What follows belongs to an exercise in optimizing a design on an open flow for small area, a short achievable clock period and few clock cycles per item; a production flow would make more cautious choices.
RTL that was checked went through simulation tests only; none was proved equivalent to the original.

==> flow/design.v <==
module feistel_core (
    input  wire         clk,
    input  wire         rst,       
    input  wire         start,     
    input  wire         alg,       
    input  wire         dir,       
    input  wire         chain,     
    input  wire         first,     
    input  wire [127:0] key,       
    input  wire [63:0]  iv,        
    input  wire [63:0]  din,       
    output wire         ready,
    output wire         done,      
    output wire [63:0]  dout       
);
    localparam [31:0] DELTA = 32'h9e3779b9;
    function [31:0] bswap(input [31:0] x);
        bswap = {x[7:0], x[15:8], x[23:16], x[31:24]};
    endfunction
    reg         busy;
    reg         done_r;
    reg         ready_r;       
    reg  [5:0]  h;             
    reg         alg_r, dir_r, chain_r;
    reg  [31:0] k0, k1, k2, k3;
    reg  [31:0] ta, sb;        
    reg  [63:0] prev;          
    reg  [63:0] last_ct;       
    wire [63:0] prev_in = first ? iv : last_ct;
    wire [63:0] blk_in  = (chain && !dir) ? (din ^ prev_in) : din;
    wire [31:0] in_v0   = bswap(blk_in[31:0]);
    wire [31:0] in_v1   = bswap(blk_in[63:32]);
    wire [31:0] sum_tab [0:32];
    genvar gi;
    generate
        for (gi = 0; gi <= 32; gi = gi + 1) begin : g_tab
            assign sum_tab[gi] = gi * DELTA;
        end
    endgenerate
    wire [5:0]  q      = {1'b0, h[5:1]} + {5'd0, alg_r ? dir_r : h[0]};
    wire [5:0]  m_n    = dir_r ? (6'd32 - q) : (q + 6'd1);
    wire [31:0] s_n    = sum_tab[m_n];
    wire        tgt1_n = ~h[0] ^ dir_r;
    wire [1:0]  kidx_n = alg_r ? (tgt1_n ? s_n[12:11] : s_n[1:0]) : {tgt1_n, 1'b0};
    reg  [31:0] s_r;
    reg  [3:0]  ksel_r;
    reg         tgt1_r;
    reg         last_r;
    reg         last_dec;
    reg         first_r;
    always @(posedge clk) begin
        if (busy) begin
            s_r    <= s_n;
            ksel_r <= 4'd1 << kidx_n;
            tgt1_r <= tgt1_n;
            last_r <= (h == 6'd62);
            last_dec <= (h == 6'd62) && dir_r;
            first_r <= 1'b0;
        end else begin
            s_r    <= dir ? 32'hc6ef3720 : (alg ? 32'd0 : DELTA);
            ksel_r <= dir ? 4'b0100 : 4'b0001;
            tgt1_r <= dir;
            last_r <= 1'b0;
            last_dec <= 1'b0;
            first_r <= 1'b1;
        end
    end
    wire        tgt1 = tgt1_r;
    wire        last = last_r;
    wire [31:0] s = s_r;
    wire [31:0] kx = ({32{ksel_r[0]}} & k0) | ({32{ksel_r[1]}} & k1) |
                     ({32{ksel_r[2]}} & k2) | ({32{ksel_r[3]}} & k3);
    wire [31:0] ky = tgt1 ? k3 : k1;
    wire [31:0] a1, a2, a3;
    feistel_add32 u_a1 (.a((sb << 4) ^ (alg_r ? (sb >> 5) : 32'd0)), .b(alg_r ? sb : kx),
                        .ci(1'b0), .y(a1));
    feistel_add32 u_a2 (.a(s), .b(alg_r ? kx : sb), .ci(1'b0), .y(a2));
    feistel_add32 u_a3 (.a(sb >> 5), .b(ky), .ci(1'b0), .y(a3));
    wire [31:0] f  = a1 ^ a2 ^ (alg_r ? 32'd0 : a3);
    wire [31:0] nb;
    feistel_add32 u_nb (.a(ta), .b(f ^ {32{dir_r}}), .ci(dir_r), .y(nb));
    assign dout  = {bswap(sb), bswap(ta)} ^ prev;
    assign ready = ready_r;
    assign done  = done_r;
    always @(posedge clk) begin
        if (rst) begin
            busy    <= 1'b0;
            ready_r <= 1'b1;
            done_r  <= 1'b0;
        end else begin
            done_r  <= busy && last;
            if (!busy) begin
                busy    <= start;
                ready_r <= !start;
            end else if (last) begin
                busy    <= 1'b0;
                ready_r <= 1'b1;
            end
        end
    end
    always @(posedge clk) begin
        h <= busy ? (h + 6'd1) : 6'd0;
        if (!busy) begin
            alg_r   <= alg;
            dir_r   <= dir;
            chain_r <= chain;
            k0      <= bswap(key[31:0]);
            k1      <= bswap(key[63:32]);
            k2      <= bswap(key[95:64]);
            k3      <= bswap(key[127:96]);
            ta      <= dir ? in_v1 : in_v0;
            sb      <= dir ? in_v0 : in_v1;
            prev    <= (chain && dir) ? prev_in : 64'd0;
        end else if (last_dec) begin
            ta      <= nb;
        end else begin
            ta      <= sb;
            sb      <= nb;
        end
        if (busy && (dir_r ? first_r : last))
            last_ct <= {bswap(dir_r ? ta : nb), bswap(sb)};
    end
endmodule
module feistel_add32 (
    input  wire [31:0] a, b,
    input  wire        ci,
    output wire [31:0] y
);
    wire [31:0] p = a ^ b;
    wire [31:0] g0 = (a & b) | {31'd0, p[0] & ci};
    wire [31:0] t0 = p;
    wire [31:0] g1, t1, g2, t2, g3, t3, g4, t4, g5, t5;
    genvar i;
    generate
        for (i = 0; i < 32; i = i + 1) begin : g_l1
            if (i & 1) begin : g_c
                assign g1[i] = g0[i] | (t0[i] & g0[i - 1]);
                assign t1[i] = t0[i] & t0[i - 1];
            end else begin : g_p
                assign g1[i] = g0[i];
                assign t1[i] = t0[i];
            end
        end
        for (i = 0; i < 32; i = i + 1) begin : g_l2
            if (i & 2) begin : g_c
                assign g2[i] = g1[i] | (t1[i] & g1[(i & ~3) + 1]);
                assign t2[i] = t1[i] & t1[(i & ~3) + 1];
            end else begin : g_p
                assign g2[i] = g1[i];
                assign t2[i] = t1[i];
            end
        end
        for (i = 0; i < 32; i = i + 1) begin : g_l3
            if (i & 4) begin : g_c
                assign g3[i] = g2[i] | (t2[i] & g2[(i & ~7) + 3]);
                assign t3[i] = t2[i] & t2[(i & ~7) + 3];
            end else begin : g_p
                assign g3[i] = g2[i];
                assign t3[i] = t2[i];
            end
        end
        for (i = 0; i < 32; i = i + 1) begin : g_l4
            if (i & 8) begin : g_c
                assign g4[i] = g3[i] | (t3[i] & g3[(i & ~15) + 7]);
                assign t4[i] = t3[i] & t3[(i & ~15) + 7];
            end else begin : g_p
                assign g4[i] = g3[i];
                assign t4[i] = t3[i];
            end
        end
        for (i = 0; i < 32; i = i + 1) begin : g_l5
            if (i & 16) begin : g_c
                assign g5[i] = g4[i] | (t4[i] & g4[15]);
                assign t5[i] = t4[i] & t4[15];
            end else begin : g_p
                assign g5[i] = g4[i];
                assign t5[i] = t4[i];
            end
        end
    endgenerate
    assign y = p ^ {g5[30:0], ci};
endmodule
export LEC_CHECK = 0
export CAP_MARGIN = 20
export CORE_MARGIN = 2
export CORE_UTILIZATION = 40
export SLEW_MARGIN = 20
create_clock -name core_clock -period 20.0 [get_ports {clk}]
standard.sh (not shown) runs the stock make flow with config.mk's settings and CLKGATE_MAP_FILE= SYNTH_SCRIPT=/design/flow/synth_recipe.tcl, a recipe that flattens the netlist after the stock synthesis.
==> flow/flow/run.sh <==
#!/bin/bash
# The standard layout, with the smallest buffer on each port in place of the
# delay buffer that buffer_ports picks by default, and timing repair aiming
# for a shorter period than the clock's.
bash standard.sh BUFFER_PORTS_ARGS="-buffer_cell sky130_fd_sc_hd__buf_1" SETUP_SLACK_MARGIN=14 CTS_CLUSTER_SIZE=30 CTS_CLUSTER_DIAMETER=80 finish > standard.log 2>&1
Next try:
--- a/flow/design.v
+++ b/flow/design.v
@@ -27,4 +27,5 @@
     reg  [63:0] prev;          
     reg  [63:0] last_ct;       
+    reg         out_enc;       
     wire [63:0] prev_in = first ? iv : last_ct;
     wire [63:0] blk_in  = (chain && !dir) ? (din ^ prev_in) : din;
@@ -44,23 +45,20 @@
     wire [1:0]  kidx_n = alg_r ? (tgt1_n ? s_n[12:11] : s_n[1:0]) : {tgt1_n, 1'b0};
     reg  [31:0] s_r;
-    reg  [3:0]  ksel_r;
+    reg  [1:0]  kidx_r;
     reg         tgt1_r;
     reg         last_r;
-    reg         last_dec;
     reg         first_r;
     always @(posedge clk) begin
         if (busy) begin
             s_r    <= s_n;
-            ksel_r <= 4'd1 << kidx_n;
+            kidx_r <= kidx_n;
             tgt1_r <= tgt1_n;
             last_r <= (h == 6'd62);
-            last_dec <= (h == 6'd62) && dir_r;
             first_r <= 1'b0;
         end else begin
             s_r    <= dir ? 32'hc6ef3720 : (alg ? 32'd0 : DELTA);
-            ksel_r <= dir ? 4'b0100 : 4'b0001;
+            kidx_r <= {dir, 1'b0};
             tgt1_r <= dir;
             last_r <= 1'b0;
-            last_dec <= 1'b0;
             first_r <= 1'b1;
         end
@@ -69,6 +67,13 @@
     wire        last = last_r;
     wire [31:0] s = s_r;
-    wire [31:0] kx = ({32{ksel_r[0]}} & k0) | ({32{ksel_r[1]}} & k1) |
-                     ({32{ksel_r[2]}} & k2) | ({32{ksel_r[3]}} & k3);
+    reg  [31:0] kx;
+    always @* begin
+        case (kidx_r)
+            2'd0:    kx = k0;
+            2'd1:    kx = k1;
+            2'd2:    kx = k2;
+            default: kx = k3;
+        endcase
+    end
     wire [31:0] ky = tgt1 ? k3 : k1;
     wire [31:0] a1, a2, a3;
@@ -80,5 +85,8 @@
     wire [31:0] nb;
     feistel_add32 u_nb (.a(ta), .b(f ^ {32{dir_r}}), .ci(dir_r), .y(nb));
-    assign dout  = {bswap(sb), bswap(ta)} ^ prev;
+    wire [31:0] r_v0 = out_enc ? ta : sb;
+    wire [31:0] r_v1 = out_enc ? sb : ta;
+    wire [63:0] blk_out = {bswap(r_v1), bswap(r_v0)};
+    assign dout  = blk_out ^ prev;
     assign ready = ready_r;
     assign done  = done_r;
@@ -101,4 +109,5 @@
     always @(posedge clk) begin
         h <= busy ? (h + 6'd1) : 6'd0;
+        out_enc <= !dir_r;
         if (!busy) begin
             alg_r   <= alg;
@@ -112,6 +121,4 @@
             sb      <= dir ? in_v0 : in_v1;
             prev    <= (chain && dir) ? prev_in : 64'd0;
-        end else if (last_dec) begin
-            ta      <= nb;
         end else begin
             ta      <= sb;
After rerunning: Utilization came out higher by 0.54 points. Critical path depth does not change. Cell area came out lower by 0.54%. Via count came out lower by 4.4%. Register-to-register slack is worse by 0.09 ns. Global-route usage came out lower by 0.97 points. Cell count came out lower by 1.3%. Synthesized cell count came out lower by 2.2%.
Testbench counts after the change, summed over its fixed seeds: cycles 49,928, blocks 768.
Function not checked in the first run of this note: the RTL went through the layout flow alone.

========
Starts from the design.v that is shown in full above.
Settings: LEC_CHECK=0, CAP_MARGIN=20, CORE_MARGIN=2, CORE_UTILIZATION=40, SLEW_MARGIN=20; clock period 20.0 ns.
==> flow/flow/run.sh <==
#!/bin/bash
# The standard layout, with the smallest buffer on each port in place of the
# delay buffer that buffer_ports picks by default, and timing repair aiming
# for a shorter period than the clock's.
bash standard.sh BUFFER_PORTS_ARGS="-buffer_cell sky130_fd_sc_hd__buf_1" SETUP_SLACK_MARGIN=14.5 CTS_CLUSTER_SIZE=30 CTS_CLUSTER_DIAMETER=80 finish > standard.log 2>&1
The starting point finished with timing, DRC and antenna clean.
Then changed:
--- a/flow/design.v
+++ b/flow/design.v
@@ -24,10 +24,11 @@
     reg         alg_r, dir_r, chain_r;
     reg  [31:0] k0, k1, k2, k3;
     reg  [31:0] ta, sb;        
     reg  [63:0] prev;          
     reg  [63:0] last_ct;       
+    reg         out_enc;       
     wire [63:0] prev_in = first ? iv : last_ct;
     wire [63:0] blk_in  = (chain && !dir) ? (din ^ prev_in) : din;
     wire [31:0] in_v0   = bswap(blk_in[31:0]);
     wire [31:0] in_v1   = bswap(blk_in[63:32]);
     wire [31:0] sum_tab [0:32];
@@ -44,26 +45,23 @@
     wire [1:0]  kidx_n = alg_r ? (tgt1_n ? s_n[12:11] : s_n[1:0]) : {tgt1_n, 1'b0};
     reg  [31:0] s_r;
     reg  [3:0]  ksel_r;
     reg         tgt1_r;
     reg         last_r;
-    reg         last_dec;
     reg         first_r;
     always @(posedge clk) begin
         if (busy) begin
             s_r    <= s_n;
             ksel_r <= 4'd1 << kidx_n;
             tgt1_r <= tgt1_n;
             last_r <= (h == 6'd62);
-            last_dec <= (h == 6'd62) && dir_r;
             first_r <= 1'b0;
         end else begin
             s_r    <= dir ? 32'hc6ef3720 : (alg ? 32'd0 : DELTA);
             ksel_r <= dir ? 4'b0100 : 4'b0001;
             tgt1_r <= dir;
             last_r <= 1'b0;
-            last_dec <= 1'b0;
             first_r <= 1'b1;
         end
     end
     wire        tgt1 = tgt1_r;
     wire        last = last_r;
@@ -77,11 +75,14 @@
     feistel_add32 u_a2 (.a(s), .b(alg_r ? kx : sb), .ci(1'b0), .y(a2));
     feistel_add32 u_a3 (.a(sb >> 5), .b(ky), .ci(1'b0), .y(a3));
     wire [31:0] f  = a1 ^ a2 ^ (alg_r ? 32'd0 : a3);
     wire [31:0] nb;
     feistel_add32 u_nb (.a(ta), .b(f ^ {32{dir_r}}), .ci(dir_r), .y(nb));
-    assign dout  = {bswap(sb), bswap(ta)} ^ prev;
+    wire [31:0] r_v0 = out_enc ? ta : sb;
+    wire [31:0] r_v1 = out_enc ? sb : ta;
+    wire [63:0] blk_out = {bswap(r_v1), bswap(r_v0)};
+    assign dout  = blk_out ^ prev;
     assign ready = ready_r;
     assign done  = done_r;
     always @(posedge clk) begin
         if (rst) begin
             busy    <= 1'b0;
@@ -98,10 +99,11 @@
             end
         end
     end
     always @(posedge clk) begin
         h <= busy ? (h + 6'd1) : 6'd0;
+        out_enc <= !dir_r;
         if (!busy) begin
             alg_r   <= alg;
             dir_r   <= dir;
             chain_r <= chain;
             k0      <= bswap(key[31:0]);
@@ -109,12 +111,10 @@
             k2      <= bswap(key[95:64]);
             k3      <= bswap(key[127:96]);
             ta      <= dir ? in_v1 : in_v0;
             sb      <= dir ? in_v0 : in_v1;
             prev    <= (chain && dir) ? prev_in : 64'd0;
-        end else if (last_dec) begin
-            ta      <= nb;
         end else begin
             ta      <= sb;
             sb      <= nb;
         end
         if (busy && (dir_r ? first_r : last))
After rerunning: The new run went through all stages and came out clean; cell area stays flat; global-route usage drops by 0.71 points; non-clock buffer count fell by 33; sequential share of layout area decreases by 1.1 points; setup slack loses 0.14 ns; cell count goes down by 0.61%; synthesized area drops by 1.0%; count of clock-buffer cells in the layout is unchanged; worst hold slack improves by 0.011 ns.
Testbench counts after the change, summed over its fixed seeds: cycles 49,928, blocks 768.
For the first run of this note, only the layout was checked, not whether the RTL still works.

========
feistel_core, a different RTL version from the one above (not shown whole).
For scale: about 370 flip-flops, roughly 25000 sq um of cells after synthesis.
==> module feistel_core, before the edit <==
module feistel_core (
    input  wire         clk,
    input  wire         rst,       
    input  wire         start,     
    input  wire         alg,       
    input  wire         dir,       
    input  wire         chain,     
    input  wire         first,     
    input  wire [127:0] key,       
    input  wire [63:0]  iv,        
    input  wire [63:0]  din,       
    output wire         ready,
    output wire         done,      
    output wire [63:0]  dout       
);
    localparam [31:0] DELTA = 32'h9e3779b9;
    function [31:0] bswap(input [31:0] x);
        bswap = {x[7:0], x[15:8], x[23:16], x[31:24]};
    endfunction
    reg         busy;
    reg         done_r;
    reg         ready_r;       
    reg  [5:0]  h;             
    reg         alg_r, dir_r, chain_r;
    reg  [31:0] k0, k1, k2, k3;
    reg  [31:0] ta, sb;        
    reg  [63:0] prev;          
    reg  [63:0] last_ct;       
    reg         out_enc;       
    reg         out_enc1;      
    reg         fwd_ct;        
    wire [31:0] ct_hi   = fwd_ct ? bswap(sb) : last_ct[63:32];
    wire [63:0] prev_in = first ? iv : {ct_hi, last_ct[31:0]};
    wire [63:0] blk_in  = (chain && !dir) ? (din ^ prev_in) : din;
    wire [31:0] in_v0   = bswap(blk_in[31:0]);
    wire [31:0] in_v1   = bswap(blk_in[63:32]);
    wire [31:0] sum_tab [0:32];
    genvar gi;
    generate
        for (gi = 0; gi <= 32; gi = gi + 1) begin : g_tab
            assign sum_tab[gi] = gi * DELTA;
        end
    endgenerate
    wire [5:0]  q      = {1'b0, h[5:1]} + {5'd0, alg_r ? dir_r : h[0]};
    wire [5:0]  m_n    = dir_r ? (6'd32 - q) : (q + 6'd1);
    wire [31:0] s_n    = sum_tab[m_n];
    wire        tgt1_n = ~h[0] ^ dir_r;
    wire [1:0]  kidx_n = alg_r ? (tgt1_n ? s_n[12:11] : s_n[1:0]) : {tgt1_n, 1'b0};
    reg  [31:0] s_r;
    reg  [3:0]  ksel_r;
    reg         tgt1_r;
    reg         last_r;
    reg         first_r;
    always @(posedge clk) begin
        if (busy) begin
            s_r    <= s_n;
            ksel_r <= 4'd1 << kidx_n;
            tgt1_r <= tgt1_n;
            last_r <= (h == 6'd62);
            first_r <= 1'b0;
        end else begin
            s_r    <= dir ? 32'hc6ef3720 : (alg ? 32'd0 : DELTA);
            ksel_r <= dir ? 4'b0100 : 4'b0001;
            tgt1_r <= dir;
            last_r <= 1'b0;
            first_r <= 1'b1;
        end
    end
    wire        tgt1 = tgt1_r;
    wire        last = last_r;
    wire [31:0] s = s_r;
    wire [31:0] kx = ({32{ksel_r[0]}} & k0) | ({32{ksel_r[1]}} & k1) |
                     ({32{ksel_r[2]}} & k2) | ({32{ksel_r[3]}} & k3);
    wire [31:0] ky = tgt1 ? k3 : k1;
    wire [31:0] a1, a2, a3;
    feistel_add32 u_a1 (.a((sb << 4) ^ (alg_r ? (sb >> 5) : 32'd0)), .b(alg_r ? sb : kx),
                        .ci(1'b0), .y(a1));
    feistel_add32 u_a2 (.a(s), .b(alg_r ? kx : sb), .ci(1'b0), .y(a2));
    feistel_add32 u_a3 (.a(sb >> 5), .b(ky), .ci(1'b0), .y(a3));
    wire [31:0] f  = a1 ^ a2 ^ (alg_r ? 32'd0 : a3);
    wire [31:0] nb;
    feistel_add32 u_nb (.a(ta), .b(f ^ {32{dir_r}}), .ci(dir_r), .y(nb));
    wire [31:0] r_v0 = out_enc  ? ta : sb;
    wire [31:0] r_v1 = out_enc1 ? sb : ta;
    wire [63:0] blk_out = {bswap(r_v1), bswap(r_v0)};
    assign dout  = blk_out ^ prev;
    assign ready = ready_r;
    assign done  = done_r;
    always @(posedge clk) begin
        if (rst) begin
            busy    <= 1'b0;
            ready_r <= 1'b1;
            done_r  <= 1'b0;
        end else begin
            done_r  <= busy && last;
            if (!busy) begin
                busy    <= start;
                ready_r <= !start;
            end else if (last) begin
                busy    <= 1'b0;
                ready_r <= 1'b1;
            end
        end
    end
    always @(posedge clk) begin
        h <= busy ? (h + 6'd1) : 6'd0;
        out_enc  <= !dir_r;
        out_enc1 <= tgt1_r;
        fwd_ct   <= busy && last && !dir_r;
        if (!busy) begin
            alg_r   <= alg;
            dir_r   <= dir;
            chain_r <= chain;
            k0      <= bswap(key[31:0]);
            k1      <= bswap(key[63:32]);
            k2      <= bswap(key[95:64]);
            k3      <= bswap(key[127:96]);
            ta      <= dir ? in_v1 : in_v0;
            sb      <= dir ? in_v0 : in_v1;
            prev    <= (chain && dir) ? prev_in : 64'd0;
        end else begin
            ta      <= sb;
            sb      <= nb;
        end
        if (busy && (dir_r ? first_r : last))
            last_ct[31:0]  <= bswap(sb);
        if ((busy && dir_r && first_r) || fwd_ct)
            last_ct[63:32] <= bswap(dir_r ? ta : sb);
    end
endmodule
Settings: LEC_CHECK=0, CAP_MARGIN=20, CORE_MARGIN=2, CORE_UTILIZATION=40, SLEW_MARGIN=20; clock period 20.0 ns.
Scripts as last shown in full above: flow/flow/run.sh
The first run passed the timing, DRC and antenna checks.
Rerun with:
--- a/flow/design.v
+++ b/flow/design.v
@@ -26,11 +26,7 @@
     reg  [31:0] ta, sb;        
     reg  [63:0] prev;          
     reg  [63:0] last_ct;       
-    reg         out_enc;       
-    reg         out_enc1;      
-    reg         fwd_ct;        
-    wire [31:0] ct_hi   = fwd_ct ? bswap(sb) : last_ct[63:32];
-    wire [63:0] prev_in = first ? iv : {ct_hi, last_ct[31:0]};
+    wire [63:0] prev_in = first ? iv : last_ct;
     wire [63:0] blk_in  = (chain && !dir) ? (din ^ prev_in) : din;
     wire [31:0] in_v0   = bswap(blk_in[31:0]);
     wire [31:0] in_v1   = bswap(blk_in[63:32]);
@@ -47,30 +43,41 @@
     wire        tgt1_n = ~h[0] ^ dir_r;
     wire [1:0]  kidx_n = alg_r ? (tgt1_n ? s_n[12:11] : s_n[1:0]) : {tgt1_n, 1'b0};
     reg  [31:0] s_r;
-    reg  [3:0]  ksel_r;
+    reg  [31:0] kx_n;
+    always @* begin
+        case (kidx_n)
+            2'd0:    kx_n = k0;
+            2'd1:    kx_n = k1;
+            2'd2:    kx_n = k2;
+            default: kx_n = k3;
+        endcase
+    end
+    reg  [31:0] kx_r;
     reg         tgt1_r;
     reg         last_r;
+    reg         last_dec;
     reg         first_r;
     always @(posedge clk) begin
         if (busy) begin
             s_r    <= s_n;
-            ksel_r <= 4'd1 << kidx_n;
+            kx_r   <= kx_n;
             tgt1_r <= tgt1_n;
             last_r <= (h == 6'd62);
+            last_dec <= (h == 6'd62) && dir_r;
             first_r <= 1'b0;
         end else begin
             s_r    <= dir ? 32'hc6ef3720 : (alg ? 32'd0 : DELTA);
-            ksel_r <= dir ? 4'b0100 : 4'b0001;
+            kx_r   <= dir ? bswap(key[95:64]) : bswap(key[31:0]);
             tgt1_r <= dir;
             last_r <= 1'b0;
+            last_dec <= 1'b0;
             first_r <= 1'b1;
         end
     end
     wire        tgt1 = tgt1_r;
     wire        last = last_r;
     wire [31:0] s = s_r;
-    wire [31:0] kx = ({32{ksel_r[0]}} & k0) | ({32{ksel_r[1]}} & k1) |
-                     ({32{ksel_r[2]}} & k2) | ({32{ksel_r[3]}} & k3);
+    wire [31:0] kx = kx_r;
     wire [31:0] ky = tgt1 ? k3 : k1;
     wire [31:0] a1, a2, a3;
     feistel_add32 u_a1 (.a((sb << 4) ^ (alg_r ? (sb >> 5) : 32'd0)), .b(alg_r ? sb : kx),
@@ -80,10 +87,7 @@
     wire [31:0] f  = a1 ^ a2 ^ (alg_r ? 32'd0 : a3);
     wire [31:0] nb;
     feistel_add32 u_nb (.a(ta), .b(f ^ {32{dir_r}}), .ci(dir_r), .y(nb));
-    wire [31:0] r_v0 = out_enc  ? ta : sb;
-    wire [31:0] r_v1 = out_enc1 ? sb : ta;
-    wire [63:0] blk_out = {bswap(r_v1), bswap(r_v0)};
-    assign dout  = blk_out ^ prev;
+    assign dout  = {bswap(sb), bswap(ta)} ^ prev;
     assign ready = ready_r;
     assign done  = done_r;
     always @(posedge clk) begin
@@ -104,9 +108,6 @@
     end
     always @(posedge clk) begin
         h <= busy ? (h + 6'd1) : 6'd0;
-        out_enc  <= !dir_r;
-        out_enc1 <= tgt1_r;
-        fwd_ct   <= busy && last && !dir_r;
         if (!busy) begin
             alg_r   <= alg;
             dir_r   <= dir;
@@ -118,14 +119,14 @@
             ta      <= dir ? in_v1 : in_v0;
             sb      <= dir ? in_v0 : in_v1;
             prev    <= (chain && dir) ? prev_in : 64'd0;
+        end else if (last_dec) begin
+            ta      <= nb;
         end else begin
             ta      <= sb;
             sb      <= nb;
         end
         if (busy && (dir_r ? first_r : last))
-            last_ct[31:0]  <= bswap(sb);
-        if ((busy && dir_r && first_r) || fwd_ct)
-            last_ct[63:32] <= bswap(dir_r ? ta : sb);
+            last_ct <= {bswap(dir_r ? ta : nb), bswap(sb)};
     end
 endmodule
 module feistel_add32 (
=> The changed run went through all stages and came out clean; utilization goes down by 0.65 points; final cell count rose by about 6%; global-route usage climbs by 0.17 points; critical path depth grows by 20; worst setup slack loses 0.12 ns; count of clock-buffer cells in the layout drops by 3.
No functional check of the RTL was part of any run of this note.

==> re-timing with driven ports <==
No port has a modelled driver above. Below, the same layouts with a new extraction and two added sets of constraints. Step 1: set_driving_cell puts a clkbuf_16 on clk and a buf_2 on each other input, an assumption about the parent block. Step 2, shift: input delay + t, output delay - t, t = (earliest + latest rising clock arrival at the registers) / 2. This alone moves slack from input paths to output paths. a / b / c = ideal ports / drivers / drivers and shift; a / b = the first two.
run | t, ns | slack for setup (ns) | latest minus earliest clock arrival (ns) | worst register clock-pin slew, ns | cell pins on the clock port's net
the first run of note 1 | 0.646 | 14.059 / 14.059 / 13.578 | 0.030 / 0.030 | 0.11 / 0.11 | 1
the second run of note 1 | 0.655 | 13.973 / 13.973 / 13.470 | 0.039 / 0.040 | 0.11 / 0.11 | 1
the first run of note 2 | 0.653 | 14.180 / 14.180 / 13.968 | 0.052 / 0.052 | 0.11 / 0.11 | 1
the second run of note 2 | 0.632 | 14.036 / 13.973 / 14.070 | 0.026 / 0.026 | 0.11 / 0.11 | 1
the first run of note 3 | 0.649 | 14.046 / 13.993 / 13.911 | 0.037 / 0.037 | 0.11 / 0.11 | 1
the second run of note 3 | 0.663 | 13.930 / 13.930 / 13.781 | 0.043 / 0.043 | 0.12 / 0.12 | 1
After both steps every run listed still meets setup and hold. For the second run of note 1, which loses most, drivers alone change the setup slack by 0.000 ns; drivers and shift together by -0.503 ns.
